This is an optimization exercise on Yosys and OpenROAD, whose aim is small area and a short achievable clock period, not a production implementation. RTL that was checked went through simulation tests only; none was proved equivalent to the original. No activity file was given, so power comes from the tool's default toggle rates.

==> inputs of run P <==
==> flow/design.v <==
module sab_accum (
    input  wire        clk,
    input  wire        rst,
    input  wire        in_valid,
    input  wire [63:0] in_data,
    input  wire        in_last,
    output reg         out_valid,
    output wire [63:0] out_sum
);
    reg [10:0] ae;         
    reg [51:0] am;         
    reg        ah;         
    reg [10:0] xe;         
    reg [51:0] xm;         
    reg        xh;         
    reg        v_r;        
    reg        last_r;     
    reg        first;      
    reg        big_x;      
    reg        sml_a;      
    reg        sml_x;      
    reg        big_xn;     
    reg        sml_an;     
    reg        sml_xn;
    reg [5:0]  amt;        
    assign out_sum = {1'b0, ae, am};
    wire [10:0] ea = {ae[10:1], ae[0] | ~ah};
    wire [10:0] ex = {xe[10:1], xe[0] | ~xh};
    wire [52:0] ma = {ah, am};
    wire [52:0] mx = {xh, xm};
    wire [52:0] mb = {big_xn ? ma[52:27] : mx[52:27], big_x ? mx[26:0] : ma[26:0]};
    wire [53:0] ms_a = {1'b0, ma};
    wire [53:0] ms_x = {mx, 1'b0};
    wire [53:0] ms = {({27{~sml_an}} & ms_a[53:27]) | ({27{~sml_xn}} & ms_x[53:27]),
                      ({27{sml_a}} & ms_a[26:0]) | ({27{sml_x}} & ms_x[26:0])};
    wire [10:0] eb = big_x ? ex : ea;
    wire [10:0] eb1 = eb + 11'd1;
    wire        eb_gt1 = |eb[10:1];
    reg [53:0] sv;
    reg        stk;
    integer k;
    always @* begin
        sv  = ms;
        stk = 1'b0;
        for (k = 5; k >= 0; k = k - 1) begin
            if (amt[k]) begin
                stk = stk | |(sv & ((54'd1 << (1 << k)) - 54'd1));
                sv  = sv >> (1 << k);
            end
        end
    end
    wire [52:0] sb = sv[53:1];
    wire [52:0] p  = mb ^ sb;
    wire [52:0] g  = mb & sb;
    reg [52:0] gg, pp;
    reg [52:0] gn, pn;
    integer l, i, j;
    always @* begin
        gg = g;
        pp = p;
        for (l = 0; l < 6; l = l + 1) begin
            for (i = 0; i < 53; i = i + 1) begin
                if (((i + 1) % (2 << l)) == 0) begin
                    j = i - (1 << l);
                    gg[i] = gg[i] | (pp[i] & gg[j]);
                    pp[i] = pp[i] & pp[j];
                end
            end
        end
        for (l = 5; l >= 0; l = l - 1) begin
            for (i = 0; i < 53; i = i + 1) begin
                if (((i + 1) % (2 << l)) == (1 << l) && i >= (2 << l)) begin
                    j = i - (1 << l);
                    gg[i] = gg[i] | (pp[i] & gg[j]);
                    pp[i] = pp[i] & pp[j];
                end
            end
        end
    end
    wire h0 = p[0];
    wire h1 = p[1] ^ g[0];
    wire up_n = sv[0] & (stk | h0);                      
    wire up_c = h0 & (sv[0] | stk | h1);                 
    wire [52:0] cn = gg | (pp & {53{up_n}});             
    wire [52:0] cc = gg | (pp & {53{up_c}});             
    wire [52:0] sn = p ^ {cn[51:0], up_n};
    wire [52:0] sc = p ^ {cc[51:0], up_c};
    wire        co = gg[52];                             
    wire        cout = cn[52];                           
    wire [51:0] nm = co ? sc[52:1] : sn[51:0];
    wire [10:0] ne = cout ? eb1 : (eb_gt1 ? eb : {10'd0, sn[52]});
    wire        nh = cout | sn[52];
    wire        acc_in = in_valid & ~rst;
    wire        first_n = rst | (v_r ? last_r : first);
    wire [10:0] xen = in_data[62:52];
    wire        xz  = ~|xen;                             
    wire [11:0] t0  = sub12(eb, xen, ~xz);               
    wire [11:0] t1  = sub12(eb1, xen, ~xz);              
    wire        neg0 = t0[11];
    wire        neg1 = t1[11];
    wire [11:0] a0 = t0 ^ {12{neg0}};
    wire [11:0] a1 = t1 ^ {12{neg1}};
    wire [5:0]  a0s = |a0[11:6] ? 6'h3f : a0[5:0];
    wire [5:0]  a1s = |a1[11:6] ? 6'h3f : a1[5:0];
    wire        negn = cout ? neg1 : neg0;
    function [11:0] sub12;
        input [10:0] a;
        input [10:0] b;
        input        ci;
        reg   [11:0] x, y, gs, ps, gq, pq;
        integer      m, n;
        begin
            x  = {1'b0, a};
            y  = {1'b1, ~b};
            gs = x & y;
            ps = x ^ y;
            for (m = 0; m < 4; m = m + 1) begin
                gq = gs;
                pq = ps;
                for (n = 0; n < 12; n = n + 1)
                    if ((n >> m) & 1) begin
                        gq[n] = gs[n] | (ps[n] & gs[((n >> m) << m) - 1]);
                        pq[n] = ps[n] & ps[((n >> m) << m) - 1];
                    end
                gs = gq;
                ps = pq;
            end
            sub12 = (x ^ y) ^ {gs[10:0] | (ps[10:0] & {11{ci}}), ci};
        end
    endfunction
    always @(posedge clk) begin
        ae <= ne;
        am <= nm;
        ah <= nh;
        xe <= xen;
        xm <= in_data[51:0];
        xh <= |xen;
        amt <= cout ? a1s : a0s;
        big_x <= first_n | (acc_in & negn);
        sml_a <= ~first_n & acc_in & negn;
        sml_x <= ~first_n & acc_in & ~negn;
        big_xn <= ~(first_n | (acc_in & negn));
        sml_an <= ~(~first_n & acc_in & negn);
        sml_xn <= ~(~first_n & acc_in & ~negn);
        if (rst) begin
            v_r       <= 1'b0;
            out_valid <= 1'b0;
        end else begin
            v_r       <= in_valid;
            out_valid <= v_r & last_r;
        end
        last_r <= in_last;
        first  <= first_n;
    end
endmodule
==> flow/flow/run.sh <==
#!/bin/bash
set -euo pipefail
cd "$(dirname "$0")/.."
export BUFFER_PORTS_ARGS="-buffer_cell sky130_fd_sc_hd__buf_1"
if [[ -f flow/margin ]]; then
  export SETUP_SLACK_MARGIN="$(cat flow/margin)"
fi
bash standard.sh > standard.log 2>&1
test -s out/final.def
==> flow/flow/margin <==
6.5
==> flow/standard.sh <==
#!/bin/bash
# synth_recipe.tcl (not shown) runs the flow's synth.tcl, then flattens the netlist and writes it again
# the make line also repeats each setting of config.mk as NAME=value (left out here)
make -C /OpenROAD-flow-scripts/flow DESIGN_CONFIG=/design/flow/config.mk WORK_HOME=/design/flow/orfs CLKGATE_MAP_FILE= SYNTH_SCRIPT=/design/flow/synth_recipe.tcl "${@:-finish}"
==> flow/config.mk <==
export PLATFORM = sky130hd
export DESIGN_NAME = sab_accum
export DESIGN_NICKNAME = sab_accum
export VERILOG_FILES = /design/flow/design.v
export SDC_FILE = /design/flow/constraint.sdc
export NUM_CORES = 4
export LEC_CHECK = 0
export CAP_MARGIN = 20
export CORE_MARGIN = 2
export CORE_UTILIZATION = 60
export SLEW_MARGIN = 20
==> flow/constraint.sdc <==
create_clock -name core_clock -period 12.0 [get_ports {clk}]
set_input_delay 2.4000 -clock core_clock [delete_from_list [all_inputs] [get_ports {clk}]]
set_output_delay 2.4000 -clock core_clock [all_outputs]
set_load 0.01 [all_outputs]
==> run D (differences from run P) <==
==> flow/design.v, changed modules only <==
module sab_accum (
    input  wire        clk,
    input  wire        rst,
    input  wire        in_valid,
    input  wire [63:0] in_data,
    input  wire        in_last,
    output reg         out_valid,
    output wire [63:0] out_sum
);
    reg [10:0] ae;         
    reg [51:0] am;         
    reg        ah;         
    reg [10:0] xe;         
    reg [51:0] xm;         
    reg        xh;         
    reg        v_r;        
    reg        last_r;     
    reg        first;      
    reg        big_x;      
    reg        sml_a;      
    reg        sml_x;      
    reg [5:0]  amt;        
    assign out_sum = {1'b0, ae, am};
    wire [10:0] ea = {ae[10:1], ae[0] | ~ah};
    wire [10:0] ex = {xe[10:1], xe[0] | ~xh};
    wire [52:0] ma = {ah, am};
    wire [52:0] mx = {xh, xm};
    wire [52:0] mb = big_x ? mx : ma;
    wire [55:0] ms = ({56{sml_a}} & {1'b0, ma, 2'b00}) | ({56{sml_x}} & {mx, 3'b000});
    wire [10:0] eb = big_x ? ex : ea;
    wire [10:0] eb1 = eb + 11'd1;
    wire        eb_gt1 = |eb[10:1];
    reg [55:0] sv;
    reg        stk;
    integer k;
    always @* begin
        sv  = ms;
        stk = 1'b0;
        for (k = 5; k >= 0; k = k - 1) begin
            if (amt[k]) begin
                stk = stk | |(sv & ((56'd1 << (1 << k)) - 56'd1));
                sv  = sv >> (1 << k);
            end
        end
    end
    wire [52:0] sb = sv[55:3];
    wire [52:0] p  = mb ^ sb;
    wire [52:0] g  = mb & sb;
    reg [52:0] gg, pp;
    reg [52:0] gn, pn;
    integer l, i, j;
    always @* begin
        gg = g;
        pp = p;
        for (l = 0; l < 6; l = l + 1) begin
            for (i = 0; i < 53; i = i + 1) begin
                if (((i + 1) % (2 << l)) == 0) begin
                    j = i - (1 << l);
                    gg[i] = gg[i] | (pp[i] & gg[j]);
                    pp[i] = pp[i] & pp[j];
                end
            end
        end
        for (l = 5; l >= 0; l = l - 1) begin
            for (i = 0; i < 53; i = i + 1) begin
                if (((i + 1) % (2 << l)) == (1 << l) && i >= (2 << l)) begin
                    j = i - (1 << l);
                    gg[i] = gg[i] | (pp[i] & gg[j]);
                    pp[i] = pp[i] & pp[j];
                end
            end
        end
    end
    wire h0 = p[0];
    wire h1 = p[1] ^ g[0];
    wire s_lo = sv[0] | stk;
    wire up_n = sv[2] & (sv[1] | s_lo | h0);             
    wire up_c = h0 & (sv[2] | sv[1] | s_lo | h1);        
    wire [52:0] cn = gg | (pp & {53{up_n}});             
    wire [52:0] cc = gg | (pp & {53{up_c}});             
    wire [52:0] sn = p ^ {cn[51:0], up_n};
    wire [52:0] sc = p ^ {cc[51:0], up_c};
    wire        co = gg[52];                             
    wire        cout = cn[52];                           
    wire [51:0] nm = co ? sc[52:1] : sn[51:0];
    wire [10:0] ne = cout ? eb1 : (eb_gt1 ? eb : {10'd0, sn[52]});
    wire        nh = cout | sn[52];
    wire        acc_in = in_valid & ~rst;
    wire        first_n = rst | (v_r ? last_r : first);
    wire [10:0] xen = in_data[62:52];
    wire [10:0] exn = {xen[10:1], xen[0] | ~|xen};
    wire [11:0] t0  = {1'b0, eb} - {1'b0, exn};          
    wire [11:0] t1  = {1'b0, eb1} - {1'b0, exn};         
    wire        neg0 = t0[11];
    wire        neg1 = t1[11];
    wire [11:0] a0 = t0 ^ {12{neg0}};
    wire [11:0] a1 = t1 ^ {12{neg1}};
    wire [5:0]  a0s = |a0[11:6] ? 6'h3f : a0[5:0];
    wire [5:0]  a1s = |a1[11:6] ? 6'h3f : a1[5:0];
    wire        negn = cout ? neg1 : neg0;
    always @(posedge clk) begin
        ae <= ne;
        am <= nm;
        ah <= nh;
        xe <= xen;
        xm <= in_data[51:0];
        xh <= |xen;
        amt <= cout ? a1s : a0s;
        big_x <= first_n | (acc_in & negn);
        sml_a <= ~first_n & acc_in & negn;
        sml_x <= ~first_n & acc_in & ~negn;
        if (rst) begin
            v_r       <= 1'b0;
            out_valid <= 1'b0;
        end else begin
            v_r       <= in_valid;
            out_valid <= v_r & last_r;
        end
        last_r <= in_last;
        first  <= first_n;
    end
endmodule
==> flow/run.sh (new file) <==
#!/bin/bash
# synth_recipe.tcl (not shown) runs the flow's synth.tcl, then flattens the netlist and writes it again
# the make line also repeats each setting of config.mk as NAME=value (left out here)
make -C /OpenROAD-flow-scripts/flow DESIGN_CONFIG=/design/flow/config.mk WORK_HOME=/design/flow/orfs CLKGATE_MAP_FILE= SYNTH_SCRIPT=/design/flow/synth_recipe.tcl finish
SETUP_SLACK_MARGIN = 5   (was default)
removed: flow/flow/run.sh
removed: flow/flow/margin
removed: flow/standard.sh
==> run Z (differences from run P) <==
==> flow/design.v, changed modules only <==
module sab_accum (
    input  wire        clk,
    input  wire        rst,
    input  wire        in_valid,
    input  wire [63:0] in_data,
    input  wire        in_last,
    output reg         out_valid,
    output wire [63:0] out_sum
);
    reg [10:0] ae;         
    reg [51:0] am;         
    reg        ah;         
    reg [10:0] xe;         
    reg [51:0] xm;         
    reg        xh;         
    reg        v_r;        
    reg        last_r;     
    reg        first;      
    reg        big_x;      
    reg        sml_a;      
    reg        sml_x;      
    reg [5:0]  amt;        
    assign out_sum = {1'b0, ae, am};
    wire [10:0] ea = {ae[10:1], ae[0] | ~ah};
    wire [10:0] ex = {xe[10:1], xe[0] | ~xh};
    wire [52:0] ma = {ah, am};
    wire [52:0] mx = {xh, xm};
    wire [52:0] mb = big_x ? mx : ma;
    wire [52:0] ms = ({53{sml_a}} & ma) | ({53{sml_x}} & mx);
    wire [10:0] eb = big_x ? ex : ea;
    wire [10:0] eb1 = eb + 11'd1;
    wire        eb_gt1 = |eb[10:1];
    reg [55:0] sv;
    reg        stk;
    integer k;
    always @* begin
        sv  = {ms, 3'b000};
        stk = 1'b0;
        for (k = 5; k >= 0; k = k - 1) begin
            if (amt[k]) begin
                stk = stk | |(sv & ((56'd1 << (1 << k)) - 56'd1));
                sv  = sv >> (1 << k);
            end
        end
    end
    wire [52:0] sb = sv[55:3];
    wire [52:0] p  = mb ^ sb;
    wire [52:0] g  = mb & sb;
    reg [52:0] gg, pp;
    reg [52:0] gn, pn;
    integer l, i, j;
    always @* begin
        gg = g;
        pp = p;
        for (l = 0; l < 6; l = l + 1) begin
            gn = gg;
            pn = pp;
            for (i = 0; i < 53; i = i + 1) begin
                if ((i >> l) & 1) begin
                    j = ((i >> l) << l) - 1;
                    gn[i] = gg[i] | (pp[i] & gg[j]);
                    pn[i] = pp[i] & pp[j];
                end
            end
            gg = gn;
            pp = pn;
        end
    end
    wire h0 = p[0];
    wire h1 = p[1] ^ g[0];
    wire s_lo = sv[0] | stk;
    wire up_n = sv[2] & (sv[1] | s_lo | h0);             
    wire up_c = h0 & (sv[2] | sv[1] | s_lo | h1);        
    wire [52:0] cn = gg | (pp & {53{up_n}});             
    wire [52:0] cc = gg | (pp & {53{up_c}});             
    wire [52:0] sn = p ^ {cn[51:0], up_n};
    wire [52:0] sc = p ^ {cc[51:0], up_c};
    wire        co = gg[52];                             
    wire        cout = cn[52];                           
    wire [51:0] nm = co ? sc[52:1] : sn[51:0];
    wire [10:0] ne = cout ? eb1 : (eb_gt1 ? eb : {10'd0, sn[52]});
    wire        nh = cout | sn[52];
    wire        acc_in = in_valid & ~rst;
    wire        first_n = rst | (v_r ? last_r : first);
    wire [10:0] xen = in_data[62:52];
    wire [10:0] exn = {xen[10:1], xen[0] | ~|xen};
    wire [11:0] t0  = {1'b0, eb} - {1'b0, exn};          
    wire [11:0] nt0 = ~t0;                               
    wire        neg0 = t0[11];
    wire        neg1 = t0[11] & ~&t0;                    
    wire [11:0] a0 = neg0 ? nt0 + 12'd1 : t0;
    wire [11:0] a1 = neg1 ? nt0 : t0 + 12'd1;
    wire [5:0]  a0s = |a0[11:6] ? 6'h3f : a0[5:0];
    wire [5:0]  a1s = |a1[11:6] ? 6'h3f : a1[5:0];
    wire        negn = cout ? neg1 : neg0;
    always @(posedge clk) begin
        ae <= ne;
        am <= nm;
        ah <= nh;
        xe <= xen;
        xm <= in_data[51:0];
        xh <= |xen;
        amt <= cout ? a1s : a0s;
        big_x <= first_n | (acc_in & negn);
        sml_a <= ~first_n & acc_in & negn;
        sml_x <= ~first_n & acc_in & ~negn;
        if (rst) begin
            v_r       <= 1'b0;
            out_valid <= 1'b0;
        end else begin
            v_r       <= in_valid;
            out_valid <= v_r & last_r;
        end
        last_r <= in_last;
        first  <= first_n;
    end
endmodule
==> flow/run.sh (new file) <==
#!/bin/bash
# synth_recipe.tcl (not shown) runs the flow's synth.tcl, then flattens the netlist and writes it again
# the make line also repeats each setting of config.mk as NAME=value (left out here)
make -C /OpenROAD-flow-scripts/flow DESIGN_CONFIG=/design/flow/config.mk WORK_HOME=/design/flow/orfs CLKGATE_MAP_FILE= SYNTH_SCRIPT=/design/flow/synth_recipe.tcl finish
CORE_UTILIZATION = 40   (was 60)
removed: flow/flow/run.sh
removed: flow/flow/margin
removed: flow/standard.sh
==> flow_summary_export.csv <==
group,metric,value,unit
cells_and_area,multi_input_area_share,66.6,%
route,wl_met2,22000,um
power_and_ir_drop,p_per_area,136,nW/um2
global_route,use_met3,11.4,%
global_route,track_usage,41.1,%
critical_path,timing.rr.end,"am[6]$_DFF_P_",
route,route.met3.wl,7100,um
sta,finalCritPeriodShare,45.6,%
critical_path,slowest_stage,"or4b_1",
global_route,use_met2,62.2,%
critical_path,crit_path_max_incr_delay,0.50,ns
synthesis,synth.top_cell.area_share,21.2,%
synthesis,yosysMostFrequentCell,"nor2_1",
synthesis,synthAdderAreaFrac,7.67,%
floorplan,die_y,154,um
outcome,status,"no timing/DRC/antenna violations",
global_route,met1_usage,55.5,%
power_and_ir_drop,internal-power,0.00120,W
Source of the figures above: run P

==> flow_summary_export.csv <==
group,metric,value,unit
outcome,status,"no timing/DRC/antenna violations",
synthesis,synthAdderAreaFrac,6.29,%
route,wl_met2,24300,um
cells_and_area,multi_input_area_share,65.0,%
sta,finalCritPeriodShare,69.5,%
critical_path,slowest_stage,"a2111oi_1",
global_route,use_met2,45.7,%
power_and_ir_drop,p_per_area,183,nW/um2
power_and_ir_drop,internal-power,0.00152,W
synthesis,yosysMostFrequentCell,"nor2_1",
global_route,met1_usage,44.1,%
critical_path,timing.rr.end,"am[24]$_DFF_P_",
global_route,use_met3,5.10,%
critical_path,crit_path_max_incr_delay,1.12,ns
Source of the figures above: run Z

==> flow_summary_export.csv <==
group,metric,value,unit
outcome,status,"no timing/DRC/antenna violations",
critical_path,crit_path_max_incr_delay,0.57,ns
synthesis,synth.top_cell.area_share,21.1,%
sta,finalCritPeriodShare,56.8,%
power_and_ir_drop,internal-power,0.00115,W
critical_path,slowest_stage,"dfxtp_4",
synthesis,synthAdderAreaFrac,7.71,%
global_route,track_usage,36.2,%
power_and_ir_drop,p_per_area,119,nW/um2
cells_and_area,multi_input_area_share,64.1,%
floorplan,die_y,153,um
Source of the figures above: run D

The RTL of run Z was laid out without a check of its function.

port drivers added, routing unchanged:
The results above use ideal ports. As a check the final layouts listed here were re-extracted and re-timed, cells and wires unchanged. Step 1 (the two cells are an assumption about what drives the block):
set clk [get_ports {clk}]
set_driving_cell -lib_cell sky130_fd_sc_hd__clkbuf_16 $clk
set_driving_cell -lib_cell sky130_fd_sc_hd__buf_2 [delete_from_list [all_inputs] $clk]
Step 2 adds t to the input delays and takes it off the output delays; t is the mean of the earliest and latest rising clock arrival at the registers after step 1. Input paths then give back, and output paths get back, about the clock's delay inside the block. a / b / c = ideal ports / drivers / drivers and shift; a / b = the first two.
run	shift t [ns]	setup WS [ns]	latest minus earliest clock arrival (ns)	worst slew at a driven data input, ns
run P	0.487	6.529 / 6.529 / 6.243	0.013 / 0.012	0.04
run D	0.488	5.180 / 5.180 / 5.166	0.013 / 0.012	0.04
run Z	0.512	3.664 / 3.664 / 3.664	0.013 / 0.012	0.04
After both steps every run listed still meets setup and hold. For run P, which loses most, drivers alone change the setup slack by 0.000 ns; drivers and shift together by -0.286 ns.
